From an optimization exercise on the open Yosys and OpenROAD flow, aimed at small area, a short achievable clock period and few clock cycles per item; shortcuts taken in it are not production practice. The RTL was checked by simulation tests, not by an equivalence proof against the original design.

--- flow/design.v ---
module sha256_core #(
    parameter HOLD = 1
) (
    input  wire         clk,
    input  wire         st_ld,
    input  wire [255:0] st_val,
    input  wire         w_ld,
    input  wire [255:0] w_val,
    input  wire         w_ins,
    input  wire [31:0]  ins_val,
    input  wire         rnd_en,
    input  wire         ff_en,
    input  wire [31:0]  k,           
    input  wire [31:0]  x,
    input  wire [31:0]  y,
    output wire [255:0] st,
    output wire [255:0] fin,
    output wire [31:0]  w0
);
    reg [31:0] a, b, c, d, e, f, g, h;
    reg [31:0] w [0:14];
    reg [31:0] w15s, w15c;
    reg        w15i;             
    assign st = {a, b, c, d, e, f, g, h};
    assign w0 = w[0];
    wire [31:0] s1  = {e[5:0], e[31:6]} ^ {e[10:0], e[31:11]} ^ {e[24:0], e[31:25]};
    wire [31:0] ch  = (e & f) ^ (~e & g);
    wire [31:0] s0  = {a[1:0], a[31:2]} ^ {a[12:0], a[31:13]} ^ {a[21:0], a[31:22]};
    wire [31:0] mj  = (a & b) | (a & c) | (b & c);
    wire [31:0] us  = h ^ k ^ w[0];
    wire [31:0] uc  = ((h & k) | (h & w[0]) | (k & w[0])) << 1;
    wire [31:0] x1s = s1 ^ ch ^ s0;
    wire [31:0] x1c = ((s1 & ch) | (s1 & s0) | (ch & s0)) << 1;
    wire [31:0] z1s = us ^ uc ^ mj;
    wire [31:0] z1c = ((us & uc) | (us & mj) | (uc & mj)) << 1;
    wire [31:0] x2s = x1s ^ x1c ^ z1s;
    wire [31:0] x2c = ((x1s & x1c) | (x1s & z1s) | (x1c & z1s)) << 1;
    wire [31:0] x3s = x2s ^ x2c ^ z1c;
    wire [31:0] x3c = ((x2s & x2c) | (x2s & z1c) | (x2c & z1c)) << 1;
    wire [31:0] a_rnd = x3s + x3c;
    wire [31:0] vs  = d ^ us ^ uc;
    wire [31:0] vc  = ((d & us) | (d & uc) | (us & uc)) << 1;
    wire [31:0] y1s = s1 ^ ch ^ vs;
    wire [31:0] y1c = ((s1 & ch) | (s1 & vs) | (ch & vs)) << 1;
    wire [31:0] y2s = y1s ^ y1c ^ vc;
    wire [31:0] y2c = ((y1s & y1c) | (y1s & vc) | (y1c & vc)) << 1;
    wire [31:0] e_new = (ff_en ? h : y2s) + (ff_en ? y : y2c);
    wire [31:0] ls0 = {w[1][6:0], w[1][31:7]} ^ {w[1][17:0], w[1][31:18]} ^ (w[1] >> 3);
    wire [31:0] ls1 = {w[14][16:0], w[14][31:17]} ^ {w[14][18:0], w[14][31:19]} ^ (w[14] >> 10);
    wire [31:0] t1s = ls1 ^ w[9] ^ ls0;
    wire [31:0] t1c = ((ls1 & w[9]) | (ls1 & ls0) | (w[9] & ls0)) << 1;
    wire [31:0] ns  = t1s ^ t1c ^ w[0];
    wire [31:0] nc  = ((t1s & t1c) | (t1s & w[0]) | (t1c & w[0])) << 1;
    wire [31:0] ca   = ff_en ? d : w15s;
    wire [31:0] cb   = ff_en ? x : w15c;
    wire [31:0] csum = ca + cb;
    assign fin = {csum, a, b, c, e_new, e, f, g};
    integer i;
    generate
        if (HOLD) begin : g_hold
            wire shift = rnd_en | ff_en;
            always @(posedge clk) begin
                if (st_ld) begin
                    {a, b, c, d, e, f, g, h} <= st_val;
                end else if (shift) begin
                    a <= rnd_en ? a_rnd : csum;
                    b <= a;
                    c <= b;
                    d <= c;
                    e <= e_new;
                    f <= e;
                    g <= f;
                    h <= g;
                end
                if (w_ld) begin
                    for (i = 0; i < 8; i = i + 1)
                        w[i] <= w_val[255 - 32*i -: 32];
                end else if (rnd_en | w_ins) begin
                    for (i = 0; i < 14; i = i + 1)
                        w[i] <= w[i+1];
                    w[14] <= csum;
                    w15s  <= w_ins ? ins_val : ns;
                    w15c  <= w_ins ? 32'd0 : nc;
                end
            end
        end else begin : g_free
            always @(posedge clk) begin
                if (st_ld) begin
                    {a, b, c, d, e, f, g, h} <= st_val;
                end else begin
                    a <= ff_en ? csum : a_rnd;
                    b <= a;
                    c <= b;
                    d <= c;
                    e <= e_new;
                    f <= e;
                    g <= f;
                    h <= g;
                end
                for (i = 0; i < 14; i = i + 1)
                    w[i] <= w[i+1];
                w[14] <= w15i ? w15s : csum;
                w15s  <= w_ins ? ins_val : ns;
                w15c  <= w_ins ? 32'd0 : nc;
                w15i  <= w_ins;
            end
        end
    endgenerate
endmodule
module nasccl_schedgen (
    input  wire         clk,
    input  wire         rst,
    input  wire         start,
    input  wire [13:0]  table_count,
    input  wire [10:0]  seed_len,
    output wire         idle,
    input  wire         seed_valid,
    input  wire [7:0]   seed_data,
    output wire         seed_ready,
    output reg          out_valid,
    output wire [255:0] out_data,
    input  wire         out_ready
);
    localparam [255:0] SHA256_IV = {
        32'h6a09e667, 32'hbb67ae85, 32'h3c6ef372, 32'ha54ff53a,
        32'h510e527f, 32'h9b05688c, 32'h1f83d9ab, 32'h5be0cd19};
    localparam [31:0]  K0 = 32'h428a2f98;
    localparam [2:0] S_IDLE = 3'd0,    
                     S_INIT = 3'd1,    
                     S_COLL = 3'd2,    
                     S_XFER = 3'd3,    
                     S_ROT  = 3'd4,    
                     S_CMP  = 3'd5,    
                     S_HAND = 3'd6;    
    localparam [1:0] C_BLK = 2'd0, C_KEY = 2'd1, C_ITEM = 2'd2;
    reg  [2:0]   state;
    reg          idle_r;
    reg  [13:0]  tc_q;
    reg  [10:0]  sl_q;
    reg  [7:0]   xb;           
    reg          lng;          
    reg          sready;
    reg  [10:0]  cnt_in;       
    reg          bv_q, bl_q;   
    reg  [7:0]   bd_q;
    reg  [23:0]  stage;        
    reg  [1:0]   bpos;
    reg  [3:0]   wcnt;         
    reg          bfull;        
    reg          pdone;        
    reg          need80;       
    reg          lenblk;       
    reg          lastfull;     
    reg          lastblk;      
    reg          first_blk;
    reg          sdone;        
    reg          run, ffa;
    reg  [5:0]   rnd;
    reg  [1:0]   ffk;
    reg  [1:0]   ctx;
    reg  [31:0]  kreg;         
    reg          runb, ffab;   
    reg  [3:0]   xs;           
    reg          mins;         
    reg  [3:0]   mph;          
    reg  [16:0]  ctr;          
    reg          a_real, b_real;
    reg  [255:0] ist, ost;     
    wire [255:0] a_st, b_st, a_fin, b_fin;
    wire [31:0]  a_w0, b_w0;
    assign idle       = idle_r;
    assign seed_ready = sready;
    assign out_data   = b_st;
    wire [8:0] tc_fold = {3'b000, tc_q[13:8]} + {1'b0, tc_q[7:0]};
    wire [7:0] tc_mod  = tc_fold[8]             ? tc_fold[7:0] + 8'd1 :
                         (tc_fold[7:0] == 8'hff) ? 8'd0 : tc_fold[7:0];
    wire        padok   = (state == S_COLL || (state == S_CMP && ctx == C_BLK)) && !bfull && !sdone;
    wire        pad_b   = padok && pdone && (bpos != 2'd0);      
    wire        pad_w   = padok && pdone && (bpos == 2'd0);      
    wire        push    = bv_q | pad_b;                          
    wire [7:0]  sb      = bv_q ? (bd_q ^ xb) : (need80 ? 8'h80 : 8'h00);
    wire        lenword = lenblk && !need80 && (wcnt == 4'd15);
    wire [31:0] pw      = need80 ? 32'h80000000 :
                          (lng && lenword) ? {18'd0, sl_q, 3'b000} : 32'd0;
    wire        sins    = (push && bpos == 2'd3) || pad_w;      
    wire        full    = sins && (wcnt == 4'd15);
    wire        marker  = need80 && (pad_b || pad_w);
    wire        in_rot  = (state == S_ROT);
    wire        in_xfer = (state == S_XFER);
    wire        mv_last = (wcnt == 4'd15);                       
    wire [31:0] rsrc    = (lng && wcnt[3]) ? 32'd0 : b_w0;       
    wire [31:0] mword   = (mph == 4'd1)  ? {15'd0, ctr} :
                          (mph == 4'd2)  ? 32'h80000000 :
                          (mph == 4'd15) ? 32'd576 : 32'd0;
    wire        a_ins   = mins || in_rot || in_xfer;
    wire [31:0] a_insv  = in_xfer ? b_w0 :
                          in_rot  ? (rsrc ^ 32'h36363636) : mword;
    wire        bconst  = runb && (rnd[5:3] == 3'b111);
    wire [31:0] cword   = (rnd[2:0] == 3'd0) ? 32'h80000000 :
                          (rnd[2:0] == 3'd7) ? 32'd768 : 32'd0;
    wire        b_ins   = sins || in_rot || in_xfer || bconst;
    wire [31:0] b_insv  = in_xfer ? b_w0 :
                          in_rot  ? (rsrc ^ 32'h5c5c5c5c) :
                          bconst  ? cword :
                          pad_w   ? pw : {stage, sb};
    wire cdone   = ffa && (ffk == 2'd3);
    wire hand_go = (state == S_HAND) && (!out_valid || out_ready) && (mph == 4'd15)
                   && !(out_valid && !a_real);
    wire rot_go  = in_rot && mv_last;
    wire xfer_go = in_xfer && mv_last;
    wire a_ld    = hand_go || rot_go || xfer_go;
    wire [255:0] a_ldv = ist;
    wire b_ld    = hand_go || rot_go;
    wire [255:0] b_ldv = ost;
    wire bw_ld   = cdone && (ctx == C_ITEM || (ctx == C_BLK && lastblk));
    reg  [31:0] k_nx;                              
    always @(*) begin
        case (rnd + 6'd1)
            6'd0:  k_nx = 32'h428a2f98; 6'd1:  k_nx = 32'h71374491;
            6'd2:  k_nx = 32'hb5c0fbcf; 6'd3:  k_nx = 32'he9b5dba5;
            6'd4:  k_nx = 32'h3956c25b; 6'd5:  k_nx = 32'h59f111f1;
            6'd6:  k_nx = 32'h923f82a4; 6'd7:  k_nx = 32'hab1c5ed5;
            6'd8:  k_nx = 32'hd807aa98; 6'd9:  k_nx = 32'h12835b01;
            6'd10: k_nx = 32'h243185be; 6'd11: k_nx = 32'h550c7dc3;
            6'd12: k_nx = 32'h72be5d74; 6'd13: k_nx = 32'h80deb1fe;
            6'd14: k_nx = 32'h9bdc06a7; 6'd15: k_nx = 32'hc19bf174;
            6'd16: k_nx = 32'he49b69c1; 6'd17: k_nx = 32'hefbe4786;
            6'd18: k_nx = 32'h0fc19dc6; 6'd19: k_nx = 32'h240ca1cc;
            6'd20: k_nx = 32'h2de92c6f; 6'd21: k_nx = 32'h4a7484aa;
            6'd22: k_nx = 32'h5cb0a9dc; 6'd23: k_nx = 32'h76f988da;
            6'd24: k_nx = 32'h983e5152; 6'd25: k_nx = 32'ha831c66d;
            6'd26: k_nx = 32'hb00327c8; 6'd27: k_nx = 32'hbf597fc7;
            6'd28: k_nx = 32'hc6e00bf3; 6'd29: k_nx = 32'hd5a79147;
            6'd30: k_nx = 32'h06ca6351; 6'd31: k_nx = 32'h14292967;
            6'd32: k_nx = 32'h27b70a85; 6'd33: k_nx = 32'h2e1b2138;
            6'd34: k_nx = 32'h4d2c6dfc; 6'd35: k_nx = 32'h53380d13;
            6'd36: k_nx = 32'h650a7354; 6'd37: k_nx = 32'h766a0abb;
            6'd38: k_nx = 32'h81c2c92e; 6'd39: k_nx = 32'h92722c85;
            6'd40: k_nx = 32'ha2bfe8a1; 6'd41: k_nx = 32'ha81a664b;
            6'd42: k_nx = 32'hc24b8b70; 6'd43: k_nx = 32'hc76c51a3;
            6'd44: k_nx = 32'hd192e819; 6'd45: k_nx = 32'hd6990624;
            6'd46: k_nx = 32'hf40e3585; 6'd47: k_nx = 32'h106aa070;
            6'd48: k_nx = 32'h19a4c116; 6'd49: k_nx = 32'h1e376c08;
            6'd50: k_nx = 32'h2748774c; 6'd51: k_nx = 32'h34b0bcb5;
            6'd52: k_nx = 32'h391c0cb3; 6'd53: k_nx = 32'h4ed8aa4a;
            6'd54: k_nx = 32'h5b9cca4f; 6'd55: k_nx = 32'h682e6ff3;
            6'd56: k_nx = 32'h748f82ee; 6'd57: k_nx = 32'h78a5636f;
            6'd58: k_nx = 32'h84c87814; 6'd59: k_nx = 32'h8cc70208;
            6'd60: k_nx = 32'h90befffa; 6'd61: k_nx = 32'ha4506ceb;
            6'd62: k_nx = 32'hbef9a3f7; default: k_nx = 32'hc67178f2;
        endcase
    end
    wire [31:0] ax  = ({32{xs[0]}} & ist[159:128]) | ({32{xs[1]}} & ist[191:160]) |
                      ({32{xs[2]}} & ist[223:192]) | ({32{xs[3]}} & ist[255:224]);
    wire [31:0] ay  = ({32{xs[0]}} & ist[31:0])    | ({32{xs[1]}} & ist[63:32])   |
                      ({32{xs[2]}} & ist[95:64])   | ({32{xs[3]}} & ist[127:96]);
    wire [31:0] bx  = ({32{xs[0]}} & ost[159:128]) | ({32{xs[1]}} & ost[191:160]) |
                      ({32{xs[2]}} & ost[223:192]) | ({32{xs[3]}} & ost[255:224]);
    wire [31:0] by  = ({32{xs[0]}} & ost[31:0])    | ({32{xs[1]}} & ost[63:32])   |
                      ({32{xs[2]}} & ost[95:64])   | ({32{xs[3]}} & ost[127:96]);
    sha256_core #(.HOLD(0)) u_a (
        .clk     (clk),
        .st_ld   (a_ld),
        .st_val  (a_ldv),
        .w_ld    (1'b0),
        .w_val   (256'd0),
        .w_ins   (a_ins),
        .ins_val (a_insv),
        .rnd_en  (run),
        .ff_en   (ffa),
        .k       (kreg),
        .x       (ax),
        .y       (ay),
        .st      (a_st),
        .fin     (a_fin),
        .w0      (a_w0)
    );
    sha256_core #(.HOLD(1)) u_b (
        .clk     (clk),
        .st_ld   (b_ld),
        .st_val  (b_ldv),
        .w_ld    (bw_ld),
        .w_val   (a_fin),
        .w_ins   (b_ins),
        .ins_val (b_insv),
        .rnd_en  (runb),
        .ff_en   (ffab),
        .k       (kreg),
        .x       (bx),
        .y       (by),
        .st      (b_st),
        .fin     (b_fin),
        .w0      (b_w0)
    );
    wire take    = seed_valid && sready;
    wire go      = hand_go || rot_go || xfer_go;      
    always @(posedge clk) begin
        if (idle_r) begin
            tc_q <= table_count;
            sl_q <= seed_len;
        end
        bd_q <= seed_data;
        bl_q <= (cnt_in + 11'd1 == sl_q);
        if (push)
            stage <= {stage[15:0], sb};
        if (state == S_INIT || (cdone && ctx == C_BLK && lastblk))
            ist <= SHA256_IV;
        else if (cdone && ctx != C_ITEM)
            ist <= a_fin;
        if (state == S_INIT)
            ost <= SHA256_IV;
        else if (cdone && ctx == C_KEY)
            ost <= b_fin;
        kreg <= (run && rnd != 6'd63) ? k_nx : K0;
        xs   <= (run && rnd == 6'd63) ? 4'b0001 : {xs[2:0], 1'b0};
    end
    always @(posedge clk) begin
        if (rst) begin
            state     <= S_IDLE;
            idle_r    <= 1'b1;
            out_valid <= 1'b0;
            sready    <= 1'b0;
            bv_q      <= 1'b0;
            run       <= 1'b0;
            ffa       <= 1'b0;
            runb      <= 1'b0;
            ffab      <= 1'b0;
            rnd       <= 6'd0;
            ffk       <= 2'd0;
            mins      <= 1'b0;
        end else begin
            bv_q <= take;
            if (take) begin
                cnt_in <= cnt_in + 11'd1;
                if ((cnt_in + 11'd1 == sl_q) || (lng && cnt_in[5:0] == 6'd63))
                    sready <= 1'b0;
            end
            if (push) begin
                bpos <= bpos + 2'd1;
                if (bv_q && bl_q)
                    pdone <= 1'b1;
            end
            if (sins)
                wcnt <= wcnt + 4'd1;
            if (full) begin
                bfull    <= 1'b1;
                lastfull <= lenword;
                sdone    <= lenword;
                lenblk   <= 1'b1;
            end else if (marker) begin
                lenblk   <= (wcnt <= 4'd13);
            end
            if (marker)
                need80 <= 1'b0;
            if (go) begin
                run  <= 1'b1;
                runb <= !xfer_go;
                rnd  <= 6'd0;
            end
            if (run) begin
                rnd <= rnd + 6'd1;
                if (rnd == 6'd63) begin
                    run  <= 1'b0;
                    runb <= 1'b0;
                    ffa  <= 1'b1;
                    ffab <= runb;
                    ffk  <= 2'd0;
                end
            end
            if (ffa) begin
                ffk <= ffk + 2'd1;
                if (ffk == 2'd3) begin
                    ffa  <= 1'b0;
                    ffab <= 1'b0;
                end
            end
            if (run && rnd == 6'd52 && ctx != C_BLK) begin
                mins <= 1'b1;
                mph  <= 4'd0;
            end else if (mins) begin
                mph <= mph + 4'd1;
                if (hand_go || state == S_IDLE)
                    mins <= 1'b0;
            end
            case (state)
                S_IDLE: begin
                    if (start) begin
                        idle_r <= 1'b0;
                        state  <= S_INIT;
                    end
                end
                S_INIT: begin
                    xb        <= tc_mod;
                    lng       <= (sl_q > 11'd64);
                    need80    <= (sl_q > 11'd64);
                    pdone     <= (sl_q == 11'd0);
                    sready    <= (sl_q != 11'd0);
                    cnt_in    <= 11'd0;
                    bpos      <= 2'd0;
                    wcnt      <= 4'd0;
                    bfull     <= 1'b0;
                    sdone     <= 1'b0;
                    lenblk    <= 1'b0;
                    first_blk <= 1'b1;
                    ctr       <= 17'd0;
                    a_real    <= 1'b0;
                    state     <= S_COLL;
                end
                S_COLL: begin
                    if (bfull) begin
                        wcnt  <= 4'd0;
                        state <= lng ? S_XFER : S_ROT;
                    end
                end
                S_XFER: begin
                    wcnt <= wcnt + 4'd1;
                    if (mv_last) begin
                        bfull   <= 1'b0;
                        lastblk <= lastfull;
                        ctx     <= C_BLK;
                        sready  <= (cnt_in != sl_q);
                        state   <= S_CMP;
                    end
                end
                S_ROT: begin
                    wcnt <= wcnt + 4'd1;
                    if (mv_last) begin
                        ctx   <= C_KEY;
                        state <= S_CMP;
                    end
                end
                S_CMP: begin
                    if (cdone) begin
                        case (ctx)
                            C_BLK: begin
                                first_blk <= 1'b0;
                                if (lastblk) begin
                                    wcnt  <= 4'd0;
                                    state <= S_ROT;
                                end else begin
                                    state <= S_COLL;
                                end
                            end
                            C_KEY: begin
                                ctx   <= C_ITEM;
                                state <= S_HAND;
                            end
                            default: begin
                                out_valid <= b_real;
                                state     <= S_HAND;
                            end
                        endcase
                    end
                end
                S_HAND: begin
                    if (out_valid && out_ready) begin
                        out_valid <= 1'b0;
                        if (!a_real) begin
                            idle_r <= 1'b1;
                            state  <= S_IDLE;
                        end
                    end
                    if (hand_go) begin
                        b_real <= a_real;
                        a_real <= (ctr < {tc_q, 3'b000});
                        ctr    <= ctr + 17'd1;
                        state  <= S_CMP;
                    end
                end
                default: state <= S_IDLE;
            endcase
        end
    end
endmodule
--- flow/constraint.sdc ---
create_clock -name core_clock -period 10.0 [get_ports {clk}]
set_input_delay 2.0000 -clock core_clock [delete_from_list [all_inputs] [get_ports {clk}]]
set_output_delay 2.0000 -clock core_clock [all_outputs]
set_load 0.01 [all_outputs]
--- flow/flow/pushinv.py ---
#!/usr/bin/env python3
"""Push inverters through full-adder cells in a flat Yosys netlist.

A full adder is self-dual: FA(~a, ~b, ~c) = (~sum, ~cout), and a two-input
XOR absorbs an inversion of any input or of its output by becoming an XNOR
(and back). Synthesis leaves inverters between chained sky130 fa cells and
around xor/xnor cells; this pass chooses, for every fa cell, whether to use it
in inverted polarity, and for every xor/xnor cell which of the two to use, so
that fewer inverters are needed, and rewrites the netlist accordingly. Every
other cell, every register and every port keeps its connections' logic
values, so the netlist computes exactly what it did before.

usage: pushinv.py IN.v OUT.v
"""
import re
import sys
from collections import defaultdict

OUTP = {'X', 'Y', 'Q', 'Q_N', 'SUM', 'COUT', 'HI', 'LO'}
INV = 'sky130_fd_sc_hd__inv_1'


def main():
    src, dst = sys.argv[1], sys.argv[2]
    txt = open(src).read()
    m = re.search(r'\n(\s*sky130_fd_sc_hd__\w+\s+\S+\s*\()', txt)
    head = txt[:m.start()]
    tail = txt[txt.rindex('endmodule'):]
    body = txt[m.start():txt.rindex('endmodule')]
    insts = re.findall(r'\s*(sky130_fd_sc_hd__\w+)\s+(\S+)\s*\((.*?)\);', body, re.S)
    if sum(1 for _ in re.finditer(r'\);', body)) != len(insts):
        sys.exit('pushinv: unexpected netlist format')
    cells = []
    for ct, nm, pb in insts:
        pins = [(p, n.strip()) for p, n in re.findall(r'\.(\w+)\(([^()]*)\)', pb)]
        cells.append([ct, nm, pins])

    ports = set()
    for d in re.findall(r'^\s*(?:input|output)\s+(?:\[(\d+):(\d+)\]\s+)?(\S+);', head, re.M):
        hi, lo, name = d
        if hi:
            for b in range(int(lo), int(hi) + 1):
                ports.add('%s[%d]' % (name, b))
        else:
            ports.add(name)

    drv = {}
    for i, (ct, nm, pins) in enumerate(cells):
        for p, n in pins:
            if p in OUTP:
                drv[n] = (i, p)

    def is_inv(i):
        ct = cells[i][0]
        if not (ct.startswith('sky130_fd_sc_hd__inv_') or ct.startswith('sky130_fd_sc_hd__clkinv_')):
            return False
        out = dict(cells[i][2])['Y']
        return out not in ports

    inv = set(i for i in range(len(cells)) if is_inv(i))

    def root(n):
        par = 0
        while n in drv and drv[n][0] in inv:
            n = dict(cells[drv[n][0]][2])['A']
            par ^= 1
        return n, par

    fa = [i for i, c in enumerate(cells) if c[0].startswith('sky130_fd_sc_hd__fa_')]
    faset = set(fa)
    XT = {}   # xor/xnor cell type -> (its xor type, is xnor)
    for d in ('1', '2', '4'):
        XT['sky130_fd_sc_hd__xor2_' + d] = ('sky130_fd_sc_hd__xor2_' + d, 0)
        XT['sky130_fd_sc_hd__xnor2_' + d] = ('sky130_fd_sc_hd__xor2_' + d, 1)
    xo = [i for i, c in enumerate(cells) if c[0] in XT]
    xoset = set(xo)
    flip = defaultdict(int)
    fa_of_root = {}
    for i in fa:
        for p, n in cells[i][2]:
            if p in ('SUM', 'COUT'):
                fa_of_root[n] = i
    for i in xo:
        for p, n in cells[i][2]:
            if p in ('X', 'Y'):
                fa_of_root[n] = i

    # requirements: root -> [(cell, pin index, parity)]
    req = defaultdict(list)
    for i, (ct, nm, pins) in enumerate(cells):
        if i in inv:
            continue
        for k, (p, n) in enumerate(pins):
            if p in OUTP:
                continue
            r, par = root(n)
            req[r].append((i, k, par))
    # output ports driven through inverters are not possible here (kept above),
    # but a port net may be a root read by nothing: nothing to do for it.

    def src_flip(r):
        i = fa_of_root.get(r)
        return flip[i] if i is not None else 0

    def cost(r):
        s = src_flip(r)
        for (i, k, par) in req[r]:
            if i in xoset:
                continue
            if par ^ (flip[i] if i in faset else 0) ^ s:
                return 1
        return 0

    nets_of = defaultdict(set)
    for r in req:
        if r in fa_of_root:
            nets_of[fa_of_root[r]].add(r)
        for (i, k, par) in req[r]:
            if i in faset:
                nets_of[i].add(r)
    for i in fa:
        for p, n in cells[i][2]:
            if p in ('SUM', 'COUT'):
                nets_of[i].add(n)
    for i in xo:
        for p, n in cells[i][2]:
            if p in ('X', 'Y'):
                nets_of[i].add(n)

    before = len(inv)
    fixed = set(i for i in fa + xo if any(p in OUTP and n in ports for p, n in cells[i][2]))
    for _ in range(30):
        changed = False
        for i in fa + xo:
            if i in fixed:
                continue
            ns = nets_of[i]
            c0 = sum(cost(r) for r in ns)
            flip[i] ^= 1
            c1 = sum(cost(r) for r in ns)
            if c1 < c0:
                changed = True
            else:
                flip[i] ^= 1
        if not changed:
            break

    # rewrite
    newinv = {}
    extra_wires = []
    out_cells = []
    for i, (ct, nm, pins) in enumerate(cells):
        if i in inv:
            continue
        if i in xoset:
            base, t = XT[ct]
            e = 0
            ins = []
            out = None
            for p, n in pins:
                if p in OUTP:
                    out = n
                    continue
                r, par = root(n)
                e ^= par ^ src_flip(r)
                ins.append((p, r))
            t ^= e ^ flip[i]
            nct = base if t == 0 else base.replace('xor2', 'xnor2')
            out_cells.append((nct, nm, ins + [('Y' if t else 'X', out)]))
            continue
        newpins = []
        for k, (p, n) in enumerate(pins):
            if p in OUTP:
                newpins.append((p, n))
                continue
            r, par = root(n)
            need = par ^ (flip[i] if i in faset else 0) ^ src_flip(r)
            if need:
                if r not in newinv:
                    w = '_pinv%d_' % len(newinv)
                    newinv[r] = w
                    extra_wires.append(w)
                newpins.append((p, newinv[r]))
            else:
                newpins.append((p, r))
        out_cells.append((ct, nm, newpins))
    for r, w in newinv.items():
        out_cells.append((INV, '_pinvc%s' % w[5:], [('A', r), ('Y', w)]))

    lines = [head.rstrip('\n')]
    for w in extra_wires:
        lines.append('  wire %s;' % w)
    for ct, nm, pins in out_cells:
        lines.append('  %s %s (' % (ct, nm))
        lines.append(',\n'.join('    .%s(%s)' % (p, n + ' ' if n.startswith('\\') else n) for p, n in pins))
        lines.append('  );')
    lines.append(tail)
    open(dst, 'w').write('\n'.join(lines))
    print('pushinv: fa cells %d (%d flipped), xor/xnor cells %d (%d flipped), inverters %d -> %d'
          % (len(fa), sum(flip[i] for i in fa), len(xo), sum(flip[i] for i in xo), before, len(newinv)))


if __name__ == '__main__':
    main()
--- flow/standard.sh ---
#!/bin/bash
# synth_recipe.tcl (not shown) runs the flow's synth.tcl, then flattens the netlist and writes it again
# the make line also repeats each setting of config.mk as NAME=value (left out here)
make -C /OpenROAD-flow-scripts/flow DESIGN_CONFIG=/design/flow/config.mk WORK_HOME=/design/flow/orfs CLKGATE_MAP_FILE= SYNTH_SCRIPT=/design/flow/synth_recipe.tcl "${@:-finish}"
--- flow/flow/run.sh ---
#!/bin/bash
set -euo pipefail
W=$(pwd)

# ORFS synth.tcl, with the ABC arguments pointing at our script
sed "s|^source \$::env(SCRIPTS_DIR)/synth_preamble.tcl\$|&\nset abc_args [list -script $W/flow/abc.script {*}\$lib_args {*}\$lib_dont_use_args -constr \$::env(OBJECTS_DIR)/abc.constr]|" \
    "$FLOW_HOME/scripts/synth.tcl" > "$W/flow_synth.tcl"
grep -q "flow/abc.script" "$W/flow_synth.tcl"

# The standard flow's synthesis wrapper, sourcing the script above
sed "s|source \$::env(SCRIPTS_DIR)/synth.tcl|source $W/flow_synth.tcl|" "$W/synth_recipe.tcl" > "$W/flow_synth_recipe.tcl"
grep -q "flow_synth.tcl" "$W/flow_synth_recipe.tcl"

# standard.sh, using that wrapper and the port buffer cell
sed -e "s|SYNTH_SCRIPT=$W/synth_recipe.tcl|SYNTH_SCRIPT=$W/flow_synth_recipe.tcl|" \
    -e "s| SETUP_SLACK_MARGIN=5 | SETUP_SLACK_MARGIN=5.15 |" \
    -e "s|\"\${@:-finish}\"|\"BUFFER_PORTS_ARGS=-buffer_cell sky130_fd_sc_hd__buf_1\" \"CTS_ARGS=-sink_clustering_enable -repair_clock_nets -sink_clustering_size 25 -sink_clustering_max_diameter 60 -dont_use_dummy_load\" &|" \
    "$W/standard.sh" > "$W/flow_standard.sh"
grep -q "flow_synth_recipe.tcl" "$W/flow_standard.sh"
grep -q "BUFFER_PORTS_ARGS" "$W/flow_standard.sh"
grep -q "dont_use_dummy_load" "$W/flow_standard.sh"
grep -q " SETUP_SLACK_MARGIN=5.15 " "$W/flow_standard.sh"

RV="$W/orfs/results/sky130hd/nasccl_schedgen/base/1_2_yosys.v"
bash "$W/flow_standard.sh" "$RV" > "$W/flow_synth.log" 2>&1
cp "$RV" "$RV.synth"
python3 "$W/flow/pushinv.py" "$RV.synth" "$RV" > "$W/flow_pushinv.log" 2>&1
touch -r "$RV.synth" "$RV"
bash "$W/flow_standard.sh" > "$W/flow_standard.log" 2>&1
test -f "$W/out/final.def"
--- flow/config.mk ---
export PLATFORM = sky130hd
export DESIGN_NAME = nasccl_schedgen
export DESIGN_NICKNAME = nasccl_schedgen
export VERILOG_FILES = /design/flow/design.v
export SDC_FILE = /design/flow/constraint.sdc
export NUM_CORES = 8
export LEC_CHECK = 0
export ABC_AREA = 1
export CAP_MARGIN = 20
export CORE_MARGIN = 2
export CORE_UTILIZATION = 40
export CTS_CLUSTER_DIAMETER = 60
export CTS_CLUSTER_SIZE = 25
export SETUP_SLACK_MARGIN = 5
export SLEW_MARGIN = 20
--- flow/flow/abc.script ---
strash
dch
map -D 3000 -B 0.9
topo
stime -c
buffer -c
upsize -c
dnsize -c
==> summary.txt <==
-- per-stage QoR --
step | std cells
after CTS | 16100
after global placement | 15700
after floorplan | 12300
after global routing | 16200
final | 16200
after detailed placement | 15700
-- what timing repair did --
item / CTS / global route
pin swaps: 107 / 210
hold buffers: 0 / 0
cloned: 1 / 5
gates resized for setup: 404 / 452
setup buffers: 200 / 105
setup endpoints to repair: 669 / 691
-- final cells by class --
cell class | instances | area [um^2] | area share, %
sequential | 2283 | 55100 | 43.1
multi-input combinational | 8243 | 55000 | 43.0
timing repair buffer | 706 | 4820 | 3.77
tap | 3762 | 4710 | 3.68
clock buffer | 172 | 4300 | 3.37
inverter | 1027 | 3910 | 3.05
antenna | 15 | 37.5 | 0.0294
-- flip-flops by register name, summed over array words and instances, names as in the netlist, 32 cells and up --
register  cells
u_b.c        32
u_b.b        32
ost         256
u_a.g        32
u_b.f        32
u_a.e        32
ist         256
u_b.g        32
u_a.f        32
u_b.w       480
u_b.a        32
u_b.h        32
kreg         32
u_a.d        32
u_a.w       480
u_b.w15s     32
u_b.e        32
u_a.b        32
u_a.c        32
u_a.w15s     32
u_b.d        32
u_a.a        32
u_a.h        32
-- layer usage --
metal  track usage [%]  wire length [um]
met5                 0               117
met3              8.36             60800
met2              42.0            185000
met4              14.1             25500
met1              44.1            190000
-- path summary, 6_finish.rpt --
check | to | slack [ns] | depth (start not counted)
setup / recovery | u_b.e[30] | 5.06 | 20
hold / removal | u_a.w[12][27] | 0.28 | 0
setup reg to reg | u_b.e[30] | 5.06 | 20
hold reg to reg | u_a.w[12][27] | 0.28 | 0
==> impl_metrics.json <==
{
  "status": "finished clean",
  "dr.first_iter.drc_count": 13700,
  "hold_path.class": "reg2reg",
  "fin_crit_sh_pct": 49.4,
  "post-route-util_pct": 44.8,
  "io_pins": 297,
  "portBuffers": 296,
  "antenna_found_initial": 32,
  "fin_setup_tns_ns": 0,
  "cp_data_required_time_ns": 10.67,
  "vias_per_cell": 5.68,
  "syn_area_um2": 115000,
  "cts_max_path_buffers": 4,
  "crit_type": "reg2reg",
  "final_common_cell": "nand2_1",
  "overflow": 0,
  "skew_ns": 0.131,
  "crit_slowest_cell": "fa_2",
  "grt_pass1_wl_um": 637000,
  "cts-buffers-inserted": 172,
  "wl_per_cell_um": 28.5,
  "fin_ws_ns": 5.06,
  "path_clk_slew_ns": 0.08,
  "layout_common_cells": "nand2_1, dfxtp_1, o21ai_0",
  "first_pass_iters": 6,
  "cts_tree": "built",
  "max_slew_margin_pct": 19.6,
  "worst_setup_path_end_kind": "register",
  "crit_family": "adder cells",
  "synth_nets": 13200,
  "die_area_um2": 291000,
  "crit_fanout": 4,
  "dp_hpwl_um": 347000,
  "crit_chain": "buf_12 > fa_2 > fa_1 > fa_2 > fa_2 > nand2_2 > nand2_2 > ha_4 > nand2_4 > nor2_4 > inv_2 > nor3_4 > nand3_2 > nand3_4 > nand2_2 > o211ai_1 > a21oi_2 > or2_4 > nand3_1 > nand2_1",
  "max_cap_violations": 0,
  "fin_nets": 13300,
  "coreArea_um2": 285000,
  "synthCells": 12300,
  "grt_max_degree": 206,
  "gr-usage-all-layers_pct": 30.5,
  "start_util_pct": 40.3,
  "root_buffer": "clkbuf_16",
  "cp.arrival_ns": 5.60,
  "r2r-start": "u_b.h[11]",
  "critPathLaunchType": "register",
  "tightest_slew_ns": 1.19,
  "grt_pass1_vias": 83800,
  "whs_ns": 0.281,
  "wl_um": 462000,
  "clock-sinks": 2283,
  "die_height_um": 540,
  "ys_warn_count": 5,
  "rsz0062_at_grt": "yes",
  "gp_congestion": 1.02,
  "startpoint": "u_b.h[11]",
  "place_area_um2": 118000,
  "fmax_ghz": 0.203,
  "period_minus_slack_ns": 4.94,
  "rows": 196,
  "drive_gt1_share_pct": 10.1,
  "design_area_um2": 128000,
  "slowest_delay_ns": 0.67,
  "critPathBufInv": 2,
  "setup_viol": 0,
  "area_growth_pct": 11.4,
  "vias": 92100,
  "synth_area_per_cell_um2": 9.32,
  "htreeDepth": 4,
  "finalMaxSlewViolations": 0,
  "hold_viol": 0,
  "fp.dieW_um": 540,
  "drc": 0,
  "drt.antenna.violating_nets": 0,
  "clkLatencyLatePin_ns": 0.92,
  "fillers": 27400,
  "min_from": "u_a.w[13][27]",
  "post-place-ws_ns": 3.87
}
Testbench counts, summed over its fixed seeds: cycles 57,258, items 712.

[what the ideal ports hide]
How much do the figures lean on ideal ports? The routed layout below was timed once more, with nothing changed but the port constraints.
Step 1: set_driving_cell puts a clkbuf_16 on clk and a buf_2 on each other input, an assumption about the parent block.
Step 2 times the ports against the registers' clock, not the clock port: input delays grow and output delays shrink by t, the midpoint of the rising clock arrivals with the driver on.
Slacks: ideal ports / drivers / drivers and shift; pairs: ideal ports / drivers.
t, ns: 0.967
setup slack, ns: 5.063 / 5.063 / 4.536
worst data-port slew with drivers (ns): 0.08
After both steps setup and hold are still met in this run. For this run, drivers alone change the setup slack by 0.000 ns; drivers and shift together by -0.527 ns.
